Context: an optimization exercise on an open-source flow, tuned for small area, a short achievable clock period and few clock cycles per item. The choices shown serve that exercise and are no tape-out recipe. The RTL was checked by simulation tests, not by an equivalence proof against the original design. Power figures rest on the tool's default switching activity, not on a simulated workload.

==> design/flow/design.v <==
module radio_mode_fsm #(
    parameter [7:0]  CHANNEL_RESET = 8'h0B,
    parameter [15:0] CCACFG_RESET  = 16'h0000
) (
    input  wire        clk,
    input  wire        rst,             
    input  wire        in_valid,
    output wire        in_ready,
    input  wire        in_kind,         
    input  wire [31:0] in_word,
    input  wire [31:0] in_arg,
    input  wire        in_abortable,    
    input  wire        in_ack_req,      
    input  wire [31:0] pool_handle,
    output reg         pool_take,
    output reg         rsp_valid,
    output reg  [31:0] rsp_word,
    output reg         out_valid,
    output reg  [31:0] out_w0,
    output reg  [31:0] out_w1,
    output reg  [1:0]  need,
    output reg  [7:0]  hw_channel,
    output reg  [15:0] hw_cca,
    output reg  [7:0]  fault
);
    localparam EVQ_DEPTH = 16;
    localparam [3:0] ST_DIS   = 4'd0,  ST_SLEEP = 4'd1,  ST_WT    = 4'd2,
                     ST_WRF   = 4'd3,  ST_RXH   = 4'd4,  ST_RXF   = 4'd5,
                     ST_TXACK = 4'd6,  ST_CCATX = 4'd7,  ST_TXF   = 4'd8,
                     ST_RXACK = 4'd9,  ST_ED    = 4'd10, ST_CCA   = 4'd11,
                     ST_CC    = 4'd12;
    localparam [7:0] F_ILLEGAL_ENCODING = 8'h01, F_NOT_IN_CS     = 8'h02,
                     F_CS_NESTED        = 8'h03, F_CS_NOT_HELD   = 8'h04,
                     F_DISPATCH_IN_CS   = 8'h05, F_EVQ_OVERFLOW  = 8'h06,
                     F_NULL_HANDLE      = 8'h07;
    localparam [31:0] RSP_OK = 32'h1, RSP_ILL = 32'h2, RSP_RES = 32'h4,
                      RSP_TAKEN = 32'h9;
    reg  [3:0]  state;
    reg         ts_granted;
    reg  [31:0] rx_buffer;
    reg         pending_rx;
    reg         resume;              
    reg         job_valid;
    reg  [31:0] job_frame;
    reg         job_cca;
    reg         job_ack_req;
    reg  [7:0]  cfg_channel;
    reg         pending_channel;
    reg  [15:0] cfg_cca;
    reg         pending_cca;
    reg         cs_held;
    reg  [31:0] ed_time;
    reg  [31:0] evq [0:EVQ_DEPTH-1];
    reg  [3:0]  evq_head;
    reg  [3:0]  evq_tail;
    reg  [4:0]  evq_count;
    wire evq_empty = (evq_count == 5'd0);
    wire evq_full  = (evq_count == EVQ_DEPTH);
    wire dispatching = (fault == 8'd0) && !cs_held && !evq_empty;
    assign in_ready  = (fault == 8'd0) && (cs_held || evq_empty);
    wire accept      = in_valid && in_ready;
    function [37:0] rx_listen;       
        input [31:0] buf_in;
        input        ts;
        input [31:0] pool;
        reg   [31:0] b;
        reg          take;
        reg   [3:0]  st;
        begin
            take = (buf_in == 32'd0);
            b    = take ? pool : buf_in;
            if (b == 32'd0)
                st = ST_WT;
            else if (ts)
                st = ST_WRF;
            else
                st = ST_WT;
            rx_listen = {take, (b == 32'd0), st, b};
        end
    endfunction
    function is_recv_active;         
        input [3:0] s;
        is_recv_active = (s == ST_WRF) || (s == ST_RXH) || (s == ST_RXF) ||
                         (s == ST_TXACK);
    endfunction
    function is_tx_family;
        input [3:0] s;
        is_tx_family = (s == ST_CCATX) || (s == ST_TXF) || (s == ST_RXACK);
    endfunction
    reg  [3:0]  n_state;
    reg         n_ts_granted;
    reg  [31:0] n_rx_buffer;
    reg         n_pending_rx;
    reg         n_resume;
    reg         n_job_valid;
    reg  [31:0] n_job_frame;
    reg         n_job_cca;
    reg         n_job_ack_req;
    reg  [7:0]  n_cfg_channel;
    reg  [7:0]  n_hw_channel;
    reg         n_pending_channel;
    reg  [15:0] n_cfg_cca;
    reg  [15:0] n_hw_cca;
    reg         n_pending_cca;
    reg         n_cs_held;
    reg  [31:0] n_ed_time;
    reg  [7:0]  n_fault;
    reg         n_rsp_valid;
    reg  [31:0] n_rsp_word;
    reg         n_out_valid;
    reg  [31:0] n_out_w0;
    reg  [31:0] n_out_w1;
    reg         enq, deq;
    reg  [31:0] ev;                  
    reg         do_event;
    reg  [7:0]  opc;
    reg         cmd_legal;
    reg         needs_cs;
    reg         ev_legal;
    reg         do_settle;
    reg  [1:0]  probe;               
    reg  [37:0] rl;
    reg         cj;                  
    reg  [1:0]  cj_outcome;
    always @* begin
        n_state           = state;
        n_ts_granted      = ts_granted;
        n_rx_buffer       = rx_buffer;
        n_pending_rx      = pending_rx;
        n_resume          = resume;
        n_job_valid       = job_valid;
        n_job_frame       = job_frame;
        n_job_cca         = job_cca;
        n_job_ack_req     = job_ack_req;
        n_cfg_channel     = cfg_channel;
        n_hw_channel      = hw_channel;
        n_pending_channel = pending_channel;
        n_cfg_cca         = cfg_cca;
        n_hw_cca          = hw_cca;
        n_pending_cca     = pending_cca;
        n_cs_held         = cs_held;
        n_ed_time         = ed_time;
        n_fault           = fault;
        n_rsp_valid = 1'b0;
        n_rsp_word  = 32'd0;
        n_out_valid = 1'b0;
        n_out_w0    = 32'd0;
        n_out_w1    = 32'd0;
        enq         = 1'b0;
        deq         = 1'b0;
        pool_take   = 1'b0;
        do_settle   = 1'b0;
        do_event    = 1'b0;
        ev          = 32'd0;
        cmd_legal   = 1'b0;
        needs_cs    = 1'b0;
        ev_legal    = 1'b0;
        probe       = 2'd1;
        rl          = 38'd0;
        cj          = 1'b0;
        cj_outcome  = 2'd0;
        opc         = in_word[31:24];
        if (dispatching) begin
            deq      = 1'b1;
            do_event = 1'b1;
            ev       = evq[evq_head];
        end else if (accept && in_kind) begin
            case (opc)
                8'h40, 8'h43, 8'h45, 8'h48, 8'h60, 8'h61:
                    ev_legal = (in_word[23:0] == 24'd0);
                8'h41, 8'h42, 8'h44, 8'h47:
                    ev_legal = (in_word[23:1] == 23'd0);
                8'h46:
                    ev_legal = (in_word[23:8] == 16'd0);
                default:
                    ev_legal = 1'b0;
            endcase
            if (!ev_legal)
                n_fault = F_ILLEGAL_ENCODING;
            else if (evq_full)
                n_fault = F_EVQ_OVERFLOW;
            else
                enq = 1'b1;
        end else if (accept) begin
            case (opc)
                8'h01, 8'h02, 8'h04, 8'h05, 8'h06, 8'h08, 8'h09, 8'h0A, 8'h0B,
                8'h0E, 8'h0F:
                    cmd_legal = (in_word[23:0] == 24'd0);
                8'h03:
                    cmd_legal = (in_word[23:1] == 23'd0);
                8'h10:
                    cmd_legal = (in_word[23:8] == 16'd0);
                8'h11:
                    cmd_legal = (in_word[23:16] == 8'd0);
                default:                             
                    cmd_legal = 1'b0;
            endcase
            needs_cs = (opc >= 8'h01 && opc <= 8'h06) || (opc >= 8'h08 && opc <= 8'h0B);
            if (!cmd_legal)
                n_fault = F_ILLEGAL_ENCODING;
            else if ((opc == 8'h03 || opc == 8'h09) && in_arg == 32'd0)
                n_fault = F_NULL_HANDLE;
            else if (needs_cs && !cs_held)
                n_fault = F_NOT_IN_CS;
            else if (opc == 8'h0E && cs_held)
                n_fault = F_CS_NESTED;
            else if (opc == 8'h0F && !cs_held)
                n_fault = F_CS_NOT_HELD;
            else begin
                do_settle   = 1'b1;
                n_rsp_valid = 1'b1;
                n_rsp_word  = RSP_OK;
                if (is_recv_active(state))
                    probe = 2'd0;
                else if (state == ST_SLEEP)
                    probe = ts_granted ? 2'd0 : 2'd2;
                else if (state == ST_WT)
                    probe = resume ? 2'd1 : (ts_granted ? 2'd0 : 2'd2);
                else
                    probe = 2'd1;
                case (opc)
                    8'h01: begin                                     
                        if ((state == ST_WT && !resume) || state == ST_WRF ||
                            (state == ST_RXH && in_abortable)) begin
                            n_pending_rx = 1'b0;
                            n_resume     = 1'b0;
                            n_state      = ST_DIS;
                        end else
                            n_rsp_word = RSP_ILL;
                    end
                    8'h02: begin                                     
                        if (state == ST_SLEEP || state == ST_CC ||
                            (state == ST_WT && resume)) begin
                            rl           = rx_listen(rx_buffer, ts_granted, pool_handle);
                            pool_take    = rl[37];
                            n_pending_rx = rl[36];
                            n_state      = rl[35:32];
                            n_rx_buffer  = rl[31:0];
                            n_resume     = 1'b0;
                        end else if (state == ST_WT || is_recv_active(state))
                            n_rsp_word = RSP_OK;
                        else
                            n_rsp_word = RSP_ILL;
                    end
                    8'h03: begin                                     
                        if (state == ST_WRF || state == ST_RXH || state == ST_RXF) begin
                            n_job_valid   = 1'b1;
                            n_job_frame   = in_arg;
                            n_job_cca     = in_word[0];
                            n_job_ack_req = in_ack_req;
                            n_state       = in_word[0] ? ST_CCATX : ST_TXF;
                        end else if (state == ST_WT)
                            n_rsp_word = RSP_RES;
                        else
                            n_rsp_word = RSP_ILL;
                    end
                    8'h04, 8'h05, 8'h06: begin                       
                        if (probe == 2'd0) begin
                            if (opc == 8'h04)
                                n_ed_time = in_arg;
                            n_pending_rx = 1'b0;
                            n_resume     = 1'b0;
                            n_state      = (opc == 8'h04) ? ST_ED :
                                           (opc == 8'h05) ? ST_CCA : ST_CC;
                        end else if (probe == 2'd2)
                            n_rsp_word = RSP_RES;
                        else
                            n_rsp_word = RSP_ILL;
                    end
                    8'h08:                                           
                        n_rsp_word = RSP_OK | {24'd0, state, 4'd0};
                    8'h09: begin                                     
                        if (pending_rx && state == ST_WT) begin
                            n_rx_buffer  = in_arg;
                            n_pending_rx = 1'b0;
                            if (ts_granted)
                                n_state = ST_WRF;
                            n_rsp_word = RSP_TAKEN;
                        end
                    end
                    8'h0A: n_pending_channel = 1'b1;                 
                    8'h0B: n_pending_cca     = 1'b1;                 
                    8'h0E: n_cs_held         = 1'b1;                 
                    8'h0F: n_cs_held         = 1'b0;                 
                    8'h10: n_cfg_channel     = in_word[7:0];         
                    8'h11: n_cfg_cca         = in_word[15:0];        
                    default: ;
                endcase
            end
        end
        if (do_event) begin
            do_settle = 1'b1;
            case (ev[31:24])
                8'h40:                                               
                    if (state == ST_WRF)
                        n_state = ST_RXH;
                8'h41:                                               
                    if (state == ST_RXH)
                        n_state = ev[0] ? ST_RXF : ST_WRF;
                8'h42:                                               
                    if (state == ST_RXF) begin
                        n_out_valid = 1'b1;
                        n_out_w0    = 32'h8100_0000;
                        n_out_w1    = rx_buffer;
                        if (ev[0]) begin
                            n_rx_buffer = 32'd0;
                            n_state     = ST_TXACK;
                        end else begin
                            rl           = rx_listen(32'd0, ts_granted, pool_handle);
                            pool_take    = rl[37];
                            n_pending_rx = rl[36];
                            n_state      = rl[35:32];
                            n_rx_buffer  = rl[31:0];
                            n_resume     = 1'b0;
                        end
                    end
                8'h43:                                               
                    if (state == ST_TXF) begin
                        if (job_ack_req)
                            n_state = ST_RXACK;
                        else begin
                            cj         = 1'b1;
                            cj_outcome = 2'd0;
                        end
                    end else if (state == ST_TXACK) begin
                        rl           = rx_listen(rx_buffer, ts_granted, pool_handle);
                        pool_take    = rl[37];
                        n_pending_rx = rl[36];
                        n_state      = rl[35:32];
                        n_rx_buffer  = rl[31:0];
                        n_resume     = 1'b0;
                    end
                8'h44:                                               
                    if (state == ST_RXACK && ev[0]) begin
                        cj         = 1'b1;
                        cj_outcome = 2'd0;
                    end
                8'h45:                                               
                    if (state == ST_RXACK) begin
                        cj         = 1'b1;
                        cj_outcome = 2'd2;
                    end
                8'h46:                                               
                    if (state == ST_ED) begin
                        n_out_valid  = 1'b1;
                        n_out_w0     = {24'h820000, ev[7:0]};
                        rl           = rx_listen(rx_buffer, ts_granted, pool_handle);
                        pool_take    = rl[37];
                        n_pending_rx = rl[36];
                        n_state      = rl[35:32];
                        n_rx_buffer  = rl[31:0];
                        n_resume     = 1'b0;
                    end
                8'h47:                                               
                    if (state == ST_CCATX) begin
                        if (ev[0]) begin
                            cj         = 1'b1;
                            cj_outcome = 2'd1;
                        end else
                            n_state = ST_TXF;
                    end else if (state == ST_CCA) begin
                        n_out_valid  = 1'b1;
                        n_out_w0     = {31'h4200_0000, ev[0]};
                        rl           = rx_listen(rx_buffer, ts_granted, pool_handle);
                        pool_take    = rl[37];
                        n_pending_rx = rl[36];
                        n_state      = rl[35:32];
                        n_rx_buffer  = rl[31:0];
                        n_resume     = 1'b0;
                    end
                8'h48:                                               
                    if (state == ST_DIS)
                        n_state = ST_SLEEP;
                8'h60: begin                                         
                    n_ts_granted = 1'b1;
                    if (state == ST_WT) begin
                        if (resume) begin
                            n_resume = 1'b0;
                            n_state  = ST_CC;
                        end else if (!pending_rx) begin
                            rl           = rx_listen(rx_buffer, 1'b1, pool_handle);
                            pool_take    = rl[37];
                            n_pending_rx = rl[36];
                            n_state      = rl[35:32];
                            n_rx_buffer  = rl[31:0];
                            n_resume     = 1'b0;
                        end
                    end
                end
                8'h61: begin                                         
                    n_ts_granted = 1'b0;
                    if (state == ST_DIS)
                        n_state = ST_SLEEP;
                    else if (is_recv_active(state) || state == ST_ED || state == ST_CCA) begin
                        if (state == ST_ED) begin
                            n_out_valid = 1'b1;
                            n_out_w0    = 32'h8300_0000;
                        end else if (state == ST_CCA) begin
                            n_out_valid = 1'b1;
                            n_out_w0    = 32'h8500_0000;
                        end
                        rl           = rx_listen(rx_buffer, 1'b0, pool_handle);
                        pool_take    = rl[37];
                        n_pending_rx = rl[36];
                        n_state      = rl[35:32];
                        n_rx_buffer  = rl[31:0];
                        n_resume     = 1'b0;
                    end else if (is_tx_family(state)) begin
                        cj         = 1'b1;
                        cj_outcome = 2'd3;
                    end else if (state == ST_CC) begin
                        n_resume = 1'b1;
                        n_state  = ST_WT;
                    end
                end
                default: ;
            endcase
            if (cj) begin
                n_out_valid   = 1'b1;
                n_out_w0      = {30'h2000_0000, cj_outcome};
                n_out_w1      = job_frame;
                n_job_valid   = 1'b0;
                n_job_frame   = 32'd0;
                n_job_cca     = 1'b0;
                n_job_ack_req = 1'b0;
                rl            = rx_listen(rx_buffer, n_ts_granted, pool_handle);
                pool_take     = rl[37];
                n_pending_rx  = rl[36];
                n_state       = rl[35:32];
                n_rx_buffer   = rl[31:0];
                n_resume      = 1'b0;
            end
        end
        if (do_settle && (n_state == ST_SLEEP || n_state == ST_WT || n_state == ST_WRF)) begin
            if (n_pending_channel) begin
                n_hw_channel      = n_cfg_channel;
                n_pending_channel = 1'b0;
            end
            if (n_pending_cca) begin
                n_hw_cca      = n_cfg_cca;
                n_pending_cca = 1'b0;
            end
        end
    end
    always @(posedge clk) begin
        if (rst) begin
            state           <= ST_SLEEP;
            ts_granted      <= 1'b0;
            rx_buffer       <= 32'd0;
            pending_rx      <= 1'b0;
            resume          <= 1'b0;
            job_valid       <= 1'b0;
            job_frame       <= 32'd0;
            job_cca         <= 1'b0;
            job_ack_req     <= 1'b0;
            cfg_channel     <= CHANNEL_RESET;
            hw_channel      <= CHANNEL_RESET;
            pending_channel <= 1'b0;
            cfg_cca         <= CCACFG_RESET;
            hw_cca          <= CCACFG_RESET;
            pending_cca     <= 1'b0;
            cs_held         <= 1'b0;
            ed_time         <= 32'd0;
            fault           <= 8'd0;
            evq_head        <= 4'd0;
            evq_tail        <= 4'd0;
            evq_count       <= 5'd0;
            rsp_valid       <= 1'b0;
            rsp_word        <= 32'd0;
            out_valid       <= 1'b0;
            out_w0          <= 32'd0;
            out_w1          <= 32'd0;
        end else begin
            state           <= n_state;
            ts_granted      <= n_ts_granted;
            rx_buffer       <= n_rx_buffer;
            pending_rx      <= n_pending_rx;
            resume          <= n_resume;
            job_valid       <= n_job_valid;
            job_frame       <= n_job_frame;
            job_cca         <= n_job_cca;
            job_ack_req     <= n_job_ack_req;
            cfg_channel     <= n_cfg_channel;
            hw_channel      <= n_hw_channel;
            pending_channel <= n_pending_channel;
            cfg_cca         <= n_cfg_cca;
            hw_cca          <= n_hw_cca;
            pending_cca     <= n_pending_cca;
            cs_held         <= n_cs_held;
            ed_time         <= n_ed_time;
            fault           <= n_fault;
            rsp_valid       <= n_rsp_valid;
            rsp_word        <= n_rsp_word;
            out_valid       <= n_out_valid;
            out_w0          <= n_out_w0;
            out_w1          <= n_out_w1;
            if (enq)
                evq_tail <= evq_tail + 4'd1;
            if (deq)
                evq_head <= evq_head + 4'd1;
            if (enq && !deq)
                evq_count <= evq_count + 5'd1;
            else if (deq && !enq)
                evq_count <= evq_count - 5'd1;
        end
    end
    always @(posedge clk) begin
        if (!rst && enq)
            evq[evq_tail] <= in_word;
    end
    always @* begin
        case (state)
            ST_DIS, ST_SLEEP:                       need = 2'd0;
            ST_WT, ST_WRF, ST_RXH, ST_RXF,
            ST_ED, ST_CCA:                          need = 2'd1;
            ST_TXACK, ST_CCATX, ST_TXF, ST_RXACK,
            ST_CC:                                  need = 2'd2;
            default:                                need = 2'd0;
        endcase
    end
endmodule
==> design/flow/run.sh <==
#!/bin/bash
# synth_recipe.tcl (not shown) runs the flow's synth.tcl, then flattens the netlist and writes it again
# the make line also repeats each setting of config.mk as NAME=value (left out here)
make -C /OpenROAD-flow-scripts/flow DESIGN_CONFIG=/design/flow/config.mk WORK_HOME=/design/flow/orfs CLKGATE_MAP_FILE= SYNTH_SCRIPT=/design/flow/synth_recipe.tcl finish
==> design/flow/config.mk <==
export PLATFORM = sky130hd
export DESIGN_NAME = radio_mode_fsm
export DESIGN_NICKNAME = radio_mode_fsm
export VERILOG_FILES = /design/flow/design.v
export SDC_FILE = /design/flow/constraint.sdc
export NUM_CORES = 4
export LEC_CHECK = 0
export CAP_MARGIN = 20
export CORE_MARGIN = 2
export CORE_UTILIZATION = 40
export PLACE_DENSITY = 0.6
export SLEW_MARGIN = 20
==> design/flow/constraint.sdc <==
create_clock -name core_clock -period 8.0 [get_ports {clk}]
set_input_delay 1.6000 -clock core_clock [delete_from_list [all_inputs] [get_ports {clk}]]
set_output_delay 1.6000 -clock core_clock [all_outputs]
set_load 0.01 [all_outputs]
==> results.txt <==
[final cells by class]
type,count,share of cell area (%)
inverters,18,0.266
diodes,3,0.0296
repair buffers,254,9.32
clock inverters,26,0.936
clock buffers,63,5.27
multi-input cells,1309,34.8
well taps,688,3.39
flip-flops and latches,455,46.0
[where the power goes]
part | switching, µW | internal [µW] | total, µW
sequential | 64.1 | 2490 | 2550
clock | 994 | 1230 | 2220
combinational | 755 | 442 | 1200
total | 1810 | 4160 | 5970
[critical path, delay by kind of cell (launching register included)]
kind	cells	cell delay, ns
mux	1	0.60
simple gates	3	0.62
compound gates	5	1.53
buf+inv	3	1.39
flops	1	0.90
[logic make-up (layout without fill, tap and decap cells)]
group | count (synthesis) | count (layout) | share of synthesized area [%]
simple gates | 672 | 672 | 16.0
xor+xnor | 13 | 13 | 0.538
fa+ha+maj | 12 | 12 | 0.732
flops | 455 | 455 | 55.1
mux | 113 | 113 | 9.26
compound gates | 450 | 450 | 14.1
other cells | 1 | 52 | 0.0177
buf+inv | 178 | 361 | 4.27
[worst max path at each step]
stage | end | slack, ns
after global routing | pool_take | 0.42
after floorplan | evq[1][0]$_DFFE_PP_ | 2.68
after global placement | pool_take | 1.02
after CTS | pool_take | 0.70
after detailed placement | pool_take | 1.01
final | pool_take | 0.75
[cell usage after synthesis, types with 7 or more instances]
master     number
edfxtp_1      256
nand2_1       235
dfxtp_1       199
nor2_1        150
a21oi_1       146
clkbuf_1       86
o21ai_0        67
a22oi_1        59
mux4_2         58
buf_4          52
nor2b_1        45
nor4_1         38
nor3_1         33
nand3_1        31
nand4_1        29
mux2i_1        25
o211ai_1       20
a22o_1         19
inv_1          18
a21o_1         17
mux2_2         17
a211oi_1       15
nand2b_1       15
o22ai_1        14
a31oi_1        13
and2_1         13
nor4b_1        12
ha_1           10
mux2_4         10
or2_2          10
buf_1           9
buf_2           9
nor4bb_1        9
or4_1           9
o2111ai_1       7
xnor2_1         7
[flip-flops by register name (all words and copies together) (netlist names), 12 cells and up, named ones only]
signal	flops
evq	256
job_frame	32
out_w1	32
rx_buffer	32
cfg_cca	16
hw_cca	16
out_w0	12
[metal layers]
layer | wire [µm] | share of wire (%) | vias to the layer above | GRT usage (%)
li1 | - | - | 7447 | -
met1 | 28800 | 42 | 8242 | 33.1
met2 | 32600 | 47 | 803 | 40.6
met3 | 5250 | 7.6 | 147 | 4.15
met4 | 2340 | 3.4 | 2 | 9.20
met5 | 13 | 0.019 | - | 0
[per-stage QoR]
stage          util, %  power, µW  setup slack [ns]
2_1_floorplan        -       3380              2.68
3_3_place_gp      45.4       3780              1.02
3_5_place_dp      45.4       3790              1.01
4_1_cts           48.4       6010             0.698
5_1_grt           48.4       6190             0.418
6_report          48.4       5970             0.747
==> results by group <==
Status
  – Status: finished clean

Cells and area
  – Most frequent cells in the layout: 256 x edfxtp_1, 235 x nand2_1, 197 x dfxtp_1
  – Layout cells sized above 1: 13.5%
  – Commonest non-fill, non-tap cell in the layout: edfxtp_1
  – Area delta synth->final: 19.9%
  – Final instance area: 0.0254 mm²
  – Fin nets: 2,199
  – Multi-input logic area: 0.00884 mm²
  – Reg area: 0.0117 mm²
  – Fin cells: 2,816
  – Fill cells: 4,704

Floorplanning
  – Initial Util: 40.4%
  – Die ar.: 0.0548 mm²
  – Die height: 234 µm
  – Chip width: 234 µm
  – Rows: 84
  – Core box area: 0.0524 mm²
  – Number of placed I/O pins: 236

Place
  – DP Area: 0.0238 mm²
  – DP Wirelength: 47,600 µm
  – GPL Wtd Cong: 0.926
  – Dpl cells: 2,724
  – Number of I/O port buffers: 186

STA
  – Final period utilization: 90.7%
  – Setup TNS: 0 ns
  – Fin. Hold Viols: 0
  – Final min period: 7.25 ns
  – Worst-margin pin slew: 1.18 ns
  – Hold slack: 0.452 ns
  – Slew margin rel.: 21.4%
  – Max Freq: 0.138 GHz
  – Clock skew: 0.0611 ns
  – Final setup vio count: 0
  – Pins over their slew limit: 0
  – RSZ-0062 raised after global routing: false

Pwr
  – Pwr dens: 235 mW/mm²
  – Leak pwr: 0.00833 µW
  – VDD IR max: 0.220 mV

Logic synthesis
  – Synth area leaders: edfxtp_1 36%, dfxtp_1 19%, mux4_2 6.2%
  – Yosys cell types: 94
  – Synth area leader: edfxtp_1
  – Post-Syn Area: 0.0212 mm²
  – Syn avg cell area: 11.2 µm²
  – Synth warn: 1
  – Number of synthesized register bits: 455
  – Register area share after synthesis: 55.1%
  – Dominant synthesized flop cell: edfxtp_1
  – Post-synth EDFFs: 256
  – Asr flop ratio synth: 0%
  – Syn Inst Count: 1,894
  – Top cell type's share of synthesized area: 36.3%

Clock tree
  – CTS clock-pin slew for the worst setup and hold paths: 0.07 ns
  – Setup Buffers After CTS: 0
  – Clock latency on the worst-skew pair: 0.63 ns
  – CTS H-tree depth: 2
  – Clk root buf: clkbuf_16
  – Cts bufs inserted: 48
  – Max Root-Sink Buffers: 3
  – CTS tree: done
  – CTS Sinks: 455
  – Resize count post-CTS: 0
  – CTS Hold Bufs: 0

Critical path
  – Critical path's slowest cell: dfxtp_2
  – Worst setup SP type: register
  – FF-to-FF End: hw_cca[5]$_SDFFE_PP0P_
  – Critical path arrival: 5.65 ns
  – Crit path cell chain: buf_4, mux4_2, a22o_1, nor2_4, o21ai_1, a21oi_1, nand2_1, nand4_1, buf_4, a21oi_1, o21bai_1, clkdlybuf4s50_1
  – Max stage delay on crit path: 0.90 ns
  – CP required: 6.40 ns
  – Critical Path Sink Type: output port
  – CP max FO: 25
  – R2r setup slk: 2.43 ns
  – Class of the most critical setup path: reg -> out
  – R2R depth: 13

Drt
  – Via count: 16,600
  – Post-DRT Antenna Nets: 0
  – DRT iter0 DRCs: 1,745
  – DRC: 0
  – WL/cell: 24.5 µm
  – Drt total wl: 69,000 µm
  – Detailed Routing Iterations Pass 1: 6
  – DR vias/cell: 5.91

Global route
  – Vias in the first global route: 16,200
  – Largest net degree at the start of global routing: 73
  – First-pass GRT wire length: 102,000 µm
  – Grt ovf: 0
  – Gr usage total: 24.8%
  – Initial antenna violation count: 4

Min path
  – Hold depth: 2
  – Min-delay src: job_frame[8]$_SDFF_PP0_
  – WHS Endpoint: job_frame[8]$_SDFF_PP0_
  – Min-delay worst type: reg -> reg

Run
  – Max cap viols: 0
Testbench counts, summed over its fixed seeds: cycles 43,077, items 32,000.

static timing again, ports no longer ideal:
No port has a modelled driver above. Below, the same layout with a new extraction and two added sets of constraints.
Step 1 assumes that a clkbuf_16 drives the clock port and a buf_2 every other input.
Step 2, shift: input delay + t, output delay - t, t = (earliest + latest rising clock arrival at the registers) / 2. This alone moves slack from input paths to output paths.
a / b / c = no drivers / after step 1 / after step 2; a / b = the first two.
shift t [ns]: 0.654
slack for setup (ns): 0.747 / 0.689 / 0.835
slew at the worst register clock pin (ns): 0.07 / 0.07
worst slew at a driven data input, ns: 0.12
After both steps this run still meets setup and hold. The setup slack of this run moves by -0.058 ns with the drivers and by +0.088 ns with both steps.
